Background: an optimization exercise with open tools, aiming at small area, a short achievable clock period and few clock cycles. Do not read the settings as production practice.
In this exercise RTL edits were held to simulation tests only and were not proved equivalent to the original.
No activity file was given, so power comes from the tool's default toggle rates.

File: design/flow/run.sh
#!/bin/bash
# synth_recipe.tcl (not shown) runs the flow's synth.tcl, then flattens the netlist and writes it again
# the make line also repeats each setting of config.mk as NAME=value (left out here)
make -C /OpenROAD-flow-scripts/flow DESIGN_CONFIG=/design/flow/config.mk WORK_HOME=/design/flow/orfs CLKGATE_MAP_FILE= SYNTH_SCRIPT=/design/flow/synth_recipe.tcl finish
File: design/flow/config.mk
export PLATFORM = sky130hd
export DESIGN_NAME = ca_engine
export DESIGN_NICKNAME = ca_engine
export VERILOG_FILES = /design/flow/design.v
export SDC_FILE = /design/flow/constraint.sdc
export NUM_CORES = 4
export LEC_CHECK = 0
export CAP_MARGIN = 20
export CORE_MARGIN = 2
export CORE_UTILIZATION = 40
export PLACE_DENSITY = 0.6
export SLEW_MARGIN = 20
File: design/flow/constraint.sdc
create_clock -name core_clock -period 5.0 [get_ports {clk}]
set_input_delay 1.0000 -clock core_clock [delete_from_list [all_inputs] [get_ports {clk}]]
set_output_delay 1.0000 -clock core_clock [all_outputs]
set_load 0.01 [all_outputs]
File: design/flow/design.v
module ca_engine (
    input  wire        clk,
    input  wire        rst,         
    input  wire        cmd_valid,
    output wire        cmd_ready,
    input  wire [31:0] cmd,
    output reg         rsp_valid,
    output reg  [3:0]  rsp_err,
    output reg  [31:0] rsp_data
);
    localparam integer W    = 101;
    localparam integer LMAX = 4;
    localparam integer SMAX = 8;
    localparam integer KMAX = 32;
    localparam integer CTR  = W / 2;           
    localparam [8:0] TAG_PAR = 9'b111101010;
    localparam integer TAG_LEN = 9;
    localparam [3:0] E_NONE    = 4'd0;
    localparam [3:0] E_ILLEGAL = 4'd1;
    localparam [3:0] E_RANGE   = 4'd2;
    localparam [3:0] E_KEYOVF  = 4'd4;
    localparam [3:0] E_STATE   = 4'd5;
    localparam [3:0] E_DONE    = 4'd6;
    localparam [3:0] E_ALIGN   = 4'd7;
    localparam [7:0] OP_SETMODE = 8'h10;
    localparam [7:0] OP_SETNL   = 8'h11;
    localparam [7:0] OP_SETSL   = 8'h12;
    localparam [7:0] OP_SETRULE = 8'h13;
    localparam [7:0] OP_LENLO   = 8'h14;
    localparam [7:0] OP_LENHI   = 8'h15;
    localparam [7:0] OP_KEYCLR  = 8'h20;
    localparam [7:0] OP_KEYPUSH = 8'h21;
    localparam [7:0] OP_START   = 8'h30;
    localparam [7:0] OP_STEP    = 8'h31;
    localparam [7:0] OP_KSB     = 8'h32;
    localparam [7:0] OP_XORB    = 8'h33;
    localparam [7:0] OP_RDSTAT  = 8'h40;
    localparam [7:0] OP_RDCNT   = 8'h41;
    localparam [7:0] OP_RDLEN   = 8'h42;
    localparam [7:0] OP_RDCELL  = 8'h43;
    localparam [7:0] OP_RDKS    = 8'h44;
    localparam [7:0] OP_RDCFG   = 8'h45;
    localparam [7:0] OP_RDRULE  = 8'h46;
    localparam [7:0] OP_RDPARAM = 8'h47;
    localparam [7:0] OP_RESET   = 8'hF0;
    localparam [1:0] S_IDLE = 2'd0;
    localparam [1:0] S_SEED = 2'd1;
    localparam [1:0] S_GEN  = 2'd2;
    reg [LMAX*W-1:0]      rows;         
    reg [7:0]             acc;
    reg [7:0]             ksreg;
    reg [34:0]            gen;          
    reg                   stream;       
    reg [4:0]             nlayers;
    reg [LMAX*4-1:0]      slen;         
    reg [LMAX*SMAX*8-1:0] rules;        
    reg [31:0]            len;
    reg [KMAX-1:0]        keypar;       
    reg [5:0]             klen;
    reg                   seeded;
    reg                   ksvalid;
    reg [7:0]             errs;
    reg [1:0]             state;
    reg [LMAX*3-1:0]      slot;         
    reg [6:0]             seed_i;       
    reg [5:0]             seed_k;       
    reg [3:0]             gen_left;     
    reg                   gen_is_step;
    reg [7:0]             gen_xor;      
    wire [31:0] outcnt = gen[34:3];
    wire [2:0]  bitcnt = gen[2:0];
    wire        done   = seeded && (outcnt == len);
    wire [4:0]  nleff  = (nlayers == 5'd0) ? 5'd1 : nlayers;
    assign cmd_ready = (state == S_IDLE);
    wire fire = cmd_valid && cmd_ready;
    wire [7:0]  op     = cmd[31:24];
    wire [3:0]  f_layer = cmd[19:16];
    wire [3:0]  f_slot  = cmd[11:8];
    wire [7:0]  f_imm8  = cmd[7:0];
    wire [15:0] f_imm16 = cmd[15:0];
    wire [4:0]  f_count = cmd[4:0];
    reg illegal;
    always @(*) begin
        case (op)
            OP_SETMODE:                       illegal = |cmd[23:4];
            OP_SETNL, OP_KEYPUSH,
            OP_XORB, OP_RDPARAM:              illegal = |cmd[23:8];
            OP_SETSL:                         illegal = (|cmd[23:20]) | (|cmd[15:5]);
            OP_SETRULE:                       illegal = (|cmd[23:20]) | (|cmd[15:12]);
            OP_LENLO, OP_LENHI:               illegal = |cmd[23:16];
            OP_KEYCLR, OP_START, OP_STEP,
            OP_KSB, OP_RDSTAT, OP_RDCNT,
            OP_RDLEN, OP_RDKS, OP_RDCFG,
            OP_RESET:                         illegal = |cmd[23:0];
            OP_RDCELL:                        illegal = |cmd[23:20];
            OP_RDRULE:                        illegal = (|cmd[23:20]) | (|cmd[15:12]) | (|cmd[7:0]);
            default:                          illegal = 1'b1;
        endcase
    end
    wire [5:0] ek_len = {1'b0, klen} + (stream ? TAG_LEN : 0);
    reg        ek_bit;
    always @(*) begin
        if (stream) begin
            if (seed_k < TAG_LEN)
                ek_bit = TAG_PAR[seed_k];
            else
                ek_bit = keypar[seed_k - TAG_LEN];
        end else begin
            ek_bit = keypar[seed_k[4:0]];
        end
    end
    wire seed_bit = (ek_len == 6'd0) ? (seed_i == CTR) : ek_bit;
    reg [7:0]        act_rule [0:LMAX-1];
    reg [LMAX*W-1:0] rows_next;
    reg              ext_bit;
    integer l, i, s;
    always @(*) begin
        rows_next = rows;
        ext_bit   = 1'b0;
        for (l = 0; l < LMAX; l = l + 1) begin
            if (nlayers == 5'd0 || slen[l*4 +: 4] == 4'd0)
                act_rule[l] = 8'd30;
            else
                act_rule[l] = rules[(l*SMAX + slot[l*3 +: 3])*8 +: 8];
            if (l < nleff) begin
                for (i = 0; i < W; i = i + 1) begin
                    rows_next[l*W + i] = act_rule[l][{rows[l*W + ((i + W - 1) % W)],
                                                      rows[l*W + i],
                                                      rows[l*W + ((i + 1) % W)]}];
                end
                ext_bit = ext_bit ^ rows_next[l*W + CTR];
            end
        end
    end
    wire [7:0] acc_next = {acc[6:0], ext_bit};
    wire soft_reset = fire && (op == OP_RESET) && !illegal;
    always @(posedge clk) begin
        if (rst || soft_reset) begin
            rows        <= {LMAX*W{1'b0}};
            acc         <= 8'd0;
            ksreg       <= 8'd0;
            gen         <= 35'd0;
            stream      <= 1'b0;
            nlayers     <= 5'd0;
            slen        <= {LMAX*4{1'b0}};
            for (s = 0; s < LMAX*SMAX; s = s + 1)
                rules[s*8 +: 8] <= 8'd30;
            len         <= 32'd0;
            keypar      <= {KMAX{1'b0}};
            klen        <= 6'd0;
            seeded      <= 1'b0;
            ksvalid     <= 1'b0;
            errs        <= 8'd0;
            state       <= S_IDLE;
            slot        <= {LMAX*3{1'b0}};
            seed_i      <= 7'd0;
            seed_k      <= 6'd0;
            gen_left    <= 4'd0;
            gen_is_step <= 1'b0;
            gen_xor     <= 8'd0;
            rsp_valid   <= !rst;
            rsp_err     <= E_NONE;
            rsp_data    <= 32'd0;
        end else begin
            rsp_valid <= 1'b0;
            case (state)
            S_IDLE: if (fire) begin
                rsp_valid <= 1'b1;
                rsp_err   <= E_NONE;
                rsp_data  <= 32'd0;
                if (illegal) begin
                    rsp_err      <= E_ILLEGAL;
                    errs[E_ILLEGAL] <= 1'b1;
                end else begin
                    case (op)
                    OP_SETMODE:
                        if (cmd[1:0] != 2'd0 || cmd[2]) begin
                            rsp_err <= E_RANGE; errs[E_RANGE] <= 1'b1;
                        end else begin
                            stream <= cmd[3]; seeded <= 1'b0;
                        end
                    OP_SETNL:
                        if (f_imm8 > LMAX) begin
                            rsp_err <= E_RANGE; errs[E_RANGE] <= 1'b1;
                        end else begin
                            nlayers <= f_imm8[4:0]; seeded <= 1'b0;
                        end
                    OP_SETSL:
                        if (f_layer >= LMAX || f_count > SMAX) begin
                            rsp_err <= E_RANGE; errs[E_RANGE] <= 1'b1;
                        end else begin
                            slen[f_layer[1:0]*4 +: 4] <= f_count[3:0]; seeded <= 1'b0;
                        end
                    OP_SETRULE:
                        if (f_layer >= LMAX || f_slot >= SMAX) begin
                            rsp_err <= E_RANGE; errs[E_RANGE] <= 1'b1;
                        end else begin
                            rules[{f_layer[1:0], f_slot[2:0]}*8 +: 8] <= f_imm8; seeded <= 1'b0;
                        end
                    OP_LENLO: begin
                        len[15:0] <= f_imm16; seeded <= 1'b0;
                    end
                    OP_LENHI: begin
                        len[31:16] <= f_imm16; seeded <= 1'b0;
                    end
                    OP_KEYCLR: begin
                        keypar <= {KMAX{1'b0}}; klen <= 6'd0; seeded <= 1'b0;
                    end
                    OP_KEYPUSH:
                        if (klen == KMAX) begin
                            rsp_err <= E_KEYOVF; errs[E_KEYOVF] <= 1'b1;
                        end else begin
                            keypar[klen[4:0]] <= f_imm8[0];
                            klen   <= klen + 6'd1;
                            seeded <= 1'b0;
                        end
                    OP_START: begin
                        rsp_valid <= 1'b0;
                        state     <= S_SEED;
                        seed_i    <= 7'd0;
                        seed_k    <= 6'd0;
                        gen       <= 35'd0;
                        acc       <= 8'd0;
                        ksreg     <= 8'd0;
                        ksvalid   <= 1'b0;
                        slot      <= {LMAX*3{1'b0}};
                    end
                    OP_STEP, OP_KSB, OP_XORB:
                        if (!seeded) begin
                            rsp_err <= E_STATE; errs[E_STATE] <= 1'b1;
                        end else if (outcnt == len) begin
                            rsp_err <= E_DONE; errs[E_DONE] <= 1'b1;
                        end else if (op != OP_STEP && bitcnt != 3'd0) begin
                            rsp_err <= E_ALIGN; errs[E_ALIGN] <= 1'b1;
                        end else begin
                            rsp_valid   <= 1'b0;
                            state       <= S_GEN;
                            gen_left    <= (op == OP_STEP) ? 4'd1 : 4'd8;
                            gen_is_step <= (op == OP_STEP);
                            gen_xor     <= (op == OP_XORB) ? f_imm8 : 8'd0;
                        end
                    OP_RDSTAT:
                        rsp_data <= {16'd0, errs, 2'b00, bitcnt, ksvalid, done, seeded};
                    OP_RDCNT:
                        rsp_data <= outcnt;
                    OP_RDLEN:
                        rsp_data <= len;
                    OP_RDCELL:
                        if (f_layer >= LMAX || f_imm16 >= W) begin
                            rsp_err <= E_RANGE; errs[E_RANGE] <= 1'b1;
                        end else begin
                            rsp_data <= {31'd0, rows[f_layer[1:0]*W + f_imm16[6:0]]};
                        end
                    OP_RDKS:
                        rsp_data <= {7'd0, ksvalid, 5'd0, bitcnt, acc, ksreg};
                    OP_RDCFG:
                        rsp_data <= {10'd0, klen, 3'd0, nlayers, 4'd0, stream, 3'b000};
                    OP_RDRULE:
                        if (f_layer >= LMAX || f_slot >= SMAX) begin
                            rsp_err <= E_RANGE; errs[E_RANGE] <= 1'b1;
                        end else begin
                            rsp_data <= {19'd0, 1'b0, slen[f_layer[1:0]*4 +: 4],
                                         rules[{f_layer[1:0], f_slot[2:0]}*8 +: 8]};
                        end
                    OP_RDPARAM:
                        case (f_imm8)
                            8'd0: rsp_data <= 32'h43414531;
                            8'd1: rsp_data <= W;
                            8'd2: rsp_data <= LMAX;
                            8'd3: rsp_data <= SMAX;
                            8'd4: rsp_data <= KMAX;
                            default: begin
                                rsp_err <= E_RANGE; errs[E_RANGE] <= 1'b1;
                            end
                        endcase
                    default: ;
                    endcase
                end
            end
            S_SEED: begin
                for (l = 0; l < LMAX; l = l + 1)
                    rows[l*W +: W] <= {(l < nleff) ? seed_bit : 1'b0, rows[l*W+1 +: W-1]};
                seed_i <= seed_i + 7'd1;
                seed_k <= (seed_k + 6'd1 >= ek_len) ? 6'd0 : seed_k + 6'd1;
                if (seed_i == W - 1) begin
                    state     <= S_IDLE;
                    seeded    <= 1'b1;
                    rsp_valid <= 1'b1;
                    rsp_err   <= E_NONE;
                    rsp_data  <= 32'd0;
                end
            end
            S_GEN: begin
                rows <= rows_next;
                acc  <= acc_next;
                gen  <= gen + 35'd1;
                for (l = 0; l < LMAX; l = l + 1)
                    slot[l*3 +: 3] <= ({1'b0, slot[l*3 +: 3]} + 4'd1 >= slen[l*4 +: 4])
                                      ? 3'd0 : slot[l*3 +: 3] + 3'd1;
                if (bitcnt == 3'd7) begin
                    ksreg   <= acc_next;
                    ksvalid <= 1'b1;
                end
                gen_left <= gen_left - 4'd1;
                if (gen_left == 4'd1) begin
                    state     <= S_IDLE;
                    rsp_valid <= 1'b1;
                    rsp_err   <= E_NONE;
                    if (gen_is_step)
                        rsp_data <= {30'd0, bitcnt == 3'd7, ext_bit};
                    else
                        rsp_data <= {24'd0, acc_next ^ gen_xor};
                end
            end
            default: state <= S_IDLE;
            endcase
        end
    end
endmodule
==> results.py <==
metrics = {
    "global_route": {
        "antenna_found_initial": 6,
        "grt_overflow": 0,
        "grt_max_degree": 211,
        "grtUsageTotal": 0.255,
        "grt_pass1_vias": 61000,
        "grt_pass1_wl_mm": 378,
    },
    "routing": {
        "first_pass_iters": 7,
        "drtIter0Drc": 7848,
        "drcViolationCount": 0,
        "vias": 65500,
        "top_layer": "met5",
        "met1_length_mm": 102,
        "dr_wl_met2_mm": 111,
        "wl_per_cell_um": 24.1,
        "drt_wl_total_mm": 242,
        "post_drt_via_cell_ratio": 6.52,
        "wl_met3_mm": 18.7,
        "detail-route-antenna-nets": 0,
    },
    "synthesis": {
        "synth_top_area_frac": 0.260,
        "syn_area_sq_um": 72300,
        "ys_warn_count": 2,
        "synthArstFlopShare": 0,
        "ys_ff_latch": 887,
        "syn_nets": 8423,
        "syn-mean-instance-area_sq_um": 8.70,
        "synthTopCellsByArea": "mux4_2, dfxtp_1, clkbuf_1",
        "ys_seq_area_frac": 0.245,
        "synth_cell_types": 90,
        "synthFlopType": "dfxtp_1",
        "syn_inst": 8320,
        "synth_edf_count": 0,
        "yosys.area.top_type": "mux4_2",
    },
    "worst_setup_path": {
        "r2r-end": "rsp_data[0]",
        "reg2reg_slack_ns": 0.77,
        "end_kind": "flop",
        "cp.required_ns": 5.67,
        "cp-start-kind": "input pin",
        "reg2reg_from": "slen[4]",
        "reg2reg_depth": 9,
        "arrival_ns": 4.96,
        "worstPathMaxFanout": 13,
        "critPathKind": "in -> reg",
    },
    "timing": {
        "period_share": 0.859,
        "timing.final.crit_period_ns": 4.30,
        "fmax_ghz": 0.233,
        "clock_skew_ns": 0.0546,
        "hold_viol": 0,
        "rsz0062_at_grt": "false",
        "setup_viol": 0,
        "setup_tns_ns": 0,
        "tightest_slew_ns": 1.18,
        "relSlewSlack": 0.203,
        "drv_slew": 0,
    },
    "die": {
        "rows": 156,
        "die_h_um": 429,
        "dieArea_sq_um": 184000,
        "start_util": 0.402,
        "die_x_um": 429,
        "pin_count": 73,
        "core_sq_um": 180000,
    },
    "place": {
        "port_buffers": 71,
        "routabilityCongestion": 0.945,
        "post-dp-hpwl_mm": 152,
        "placed_area_sq_um": 74700,
    },
    "clocking": {
        "clk_pin_slew_ns": 0.06,
        "clock_sinks": 887,
        "cts_buffer_depth": 3,
        "htreeDepth": 3,
        "clock-root-buffer": "clkbuf_16",
        "cts_hold_buf": 0,
        "cts_tree": "built",
        "insertion_delay_ns": 0.79,
        "cts_setup_buffers": 0,
        "cts_resized": 0,
        "numCtsBuffers": 111,
    },
    "outcome": {
        "status": "timing/DRC/antenna clean",
    },
    "run": {
        "max_cap_violations": 0,
    },
    "layout": {
        "nNetsFinal": 7674,
        "layout_commonest_cell": "nand2_1",
        "syn2layout_area_growth_pct": 8.46,
        "drive_gt1_frac": 0.193,
        "final_area_sq_um": 78500,
        "final_cell_mix": "nand2_1, dfxtp_1, mux4_2, nor2_1, a21oi_1",
    },
    "power_and_ir_drop": {
        "max-vdd-ir-drop_v": 0.000394,
        "powerDensity_nw_per_um2": 387,
        "p_leak_nw": 25.8,
    },
    "min_path": {
        "hold_path.class": "reg -> reg",
        "hold_path_end": "gen_xor[0]",
        "hp-start": "gen_xor[0]",
        "min_delay_path_depth": 2,
    },
}
-- registers in the layout, summed over array words and instances, names as in the netlist --
signal / cells
slot: 12
acc: 8
rows: 404
len: 32
stream: 1
gen_xor: 8
klen: 6
seeded: 1
ksreg: 8
nlayers: 5
state: 2
slen: 16
rules: 256
ksvalid: 1
seed_i: 7
rsp_valid: 1
seed_k: 6
errs: 6
keypar: 32
gen_is_step: 1
gen: 35
rsp_data: 32
gen_left: 4
rsp_err: 3
-- kinds of logic after synthesis --
logic type | Yosys count | share of synthesized area
simple gates | 2533 | 0.158
xor+xnor | 89 | 0.0110
mux | 1121 | 0.300
other cells | 1 | 0.0000518
buf+inv | 1338 | 0.0722
flops | 887 | 0.245
compound gates | 2283 | 0.202
fa+ha+maj | 68 | 0.0120
-- metal layers --
layer | global-route usage | up-vias
met1 | 0.356 | 32600
met5 | 0 | -
met4 | 0.0953 | 10
met3 | 0.0404 | 422
met2 | 0.397 | 2836
li1 | - | 29600
-- worst max-delay path, stage by stage --
cell and delay (ns):
clkdlybuf4s50_1 0.44, buf_12 0.17, ha_1 0.32, ha_4 0.14
inv_1 0.06, fa_2 0.39, buf_4 0.17, xor2_4 0.31
buf_4 0.26, nand2_1 0.15, o311ai_0 0.51, o32a_1 0.20
nor4b_1 0.34, a311oi_1 0.16, o221ai_1 0.19, o22ai_1 0.10
-- per-stage QoR --
step | util | total power [mW] | worst slack (ns) | hold WS (ns) | instances
after detailed placement | 0.414 | 21.9 | -0.107 | 0.446 | 9828
after floorplan | - | 18.9 | 0.608 | 0.432 | 8320
after CTS | 0.436 | 30.4 | 0.767 | 0.453 | 10000
final | 0.436 | 30.3 | 0.704 | 0.450 | 10000
after global placement | 0.414 | 21.5 | -0.154 | 0.445 | 9827
after global routing | 0.436 | 32.0 | 0.456 | 0.483 | 10000
-- synthesized netlist by cell type (18+ instances only) --
cell type	number
clkbuf_1	1041
nand2_1	1022
dfxtp_1	887
mux4_2	834
nor2_1	728
a21oi_1	625
o21ai_0	578
a211oi_1	355
nand3_1	275
mux2i_1	268
a211o_1	146
o211ai_1	129
nor2b_1	114
buf_1	98
inv_1	97
nor3_1	88
a41o_1	86
ha_1	66
a31oi_1	60
buf_2	60
a221oi_1	58
xnor2_1	51
or3_1	47
a22oi_1	41
o21ai_1	41
nand4_1	39
and3_1	37
or2_2	37
xor2_1	37
a21o_1	24
a311oi_1	24
nand2b_1	23
and2_1	20
mux2_2	19
buf_4	18
clkbuf_2	18
-- where the power goes --
part / internal [mW] / switching (mW)
sequential: 7.88 / 2.43
combinational: 5.41 / 6.12
clock: 4.92 / 3.57
total: 18.2 / 12.1
-- layout make-up --
| type | count | area [sq um] |
|---|---|---|
| clock inverters | 38 | 518 |
| well taps | 2370 | 2970 |
| inverters | 99 | 377 |
| multi-input cells | 6095 | 49700 |
| diodes | 3 | 7.51 |
| flip-flops and latches | 887 | 17800 |
| repair buffers | 377 | 3820 |
| clock buffers | 167 | 3290 |
| fillers | 17100 | 102000 |
-- worst max path at each step --
stage          cells past startpoint     endpoint  startpoint
3_3_place_gp                      16  rsp_data[0]     cmd[17]
4_1_cts                           16  rsp_data[0]     cmd[17]
3_5_place_dp                      16  rsp_data[0]     cmd[17]
5_1_grt                           10  rsp_data[0]     cmd[28]
2_1_floorplan                     14    rules[32]     cmd[16]
6_report                          16  rsp_data[0]     cmd[17]
Testbench counts, summed over its fixed seeds: cycles 18,361.

==> separate check: timing with driven ports <==
In the flow no input, the clock included, has a driving cell. The finished layout below was timed again as built, in two steps. Step 1 sets driving cells, clkbuf_16 on the clock port and buf_2 on the other inputs (assumed; they add their load-dependent delay and slew). Step 2 also shifts input and output timing later by t, the mid clock arrival at the registers, as if the neighbouring blocks saw the same clock. Slacks: ideal ports / drivers / drivers and shift; pairs: ideal ports / drivers.
t, ns: 0.843
slack for setup (ns): 0.704 / 0.767 / -0.076
worst hold slack (ns): 0.450 / 0.450 / 0.450
slew at the worst register clock pin (ns): 0.07 / 0.07
cell pins on the clock port's net: 1
With both steps, setup timing fails in this run, where it was met with ideal ports. The setup slack of this run moves by +0.063 ns with the drivers and by -0.780 ns with both steps.
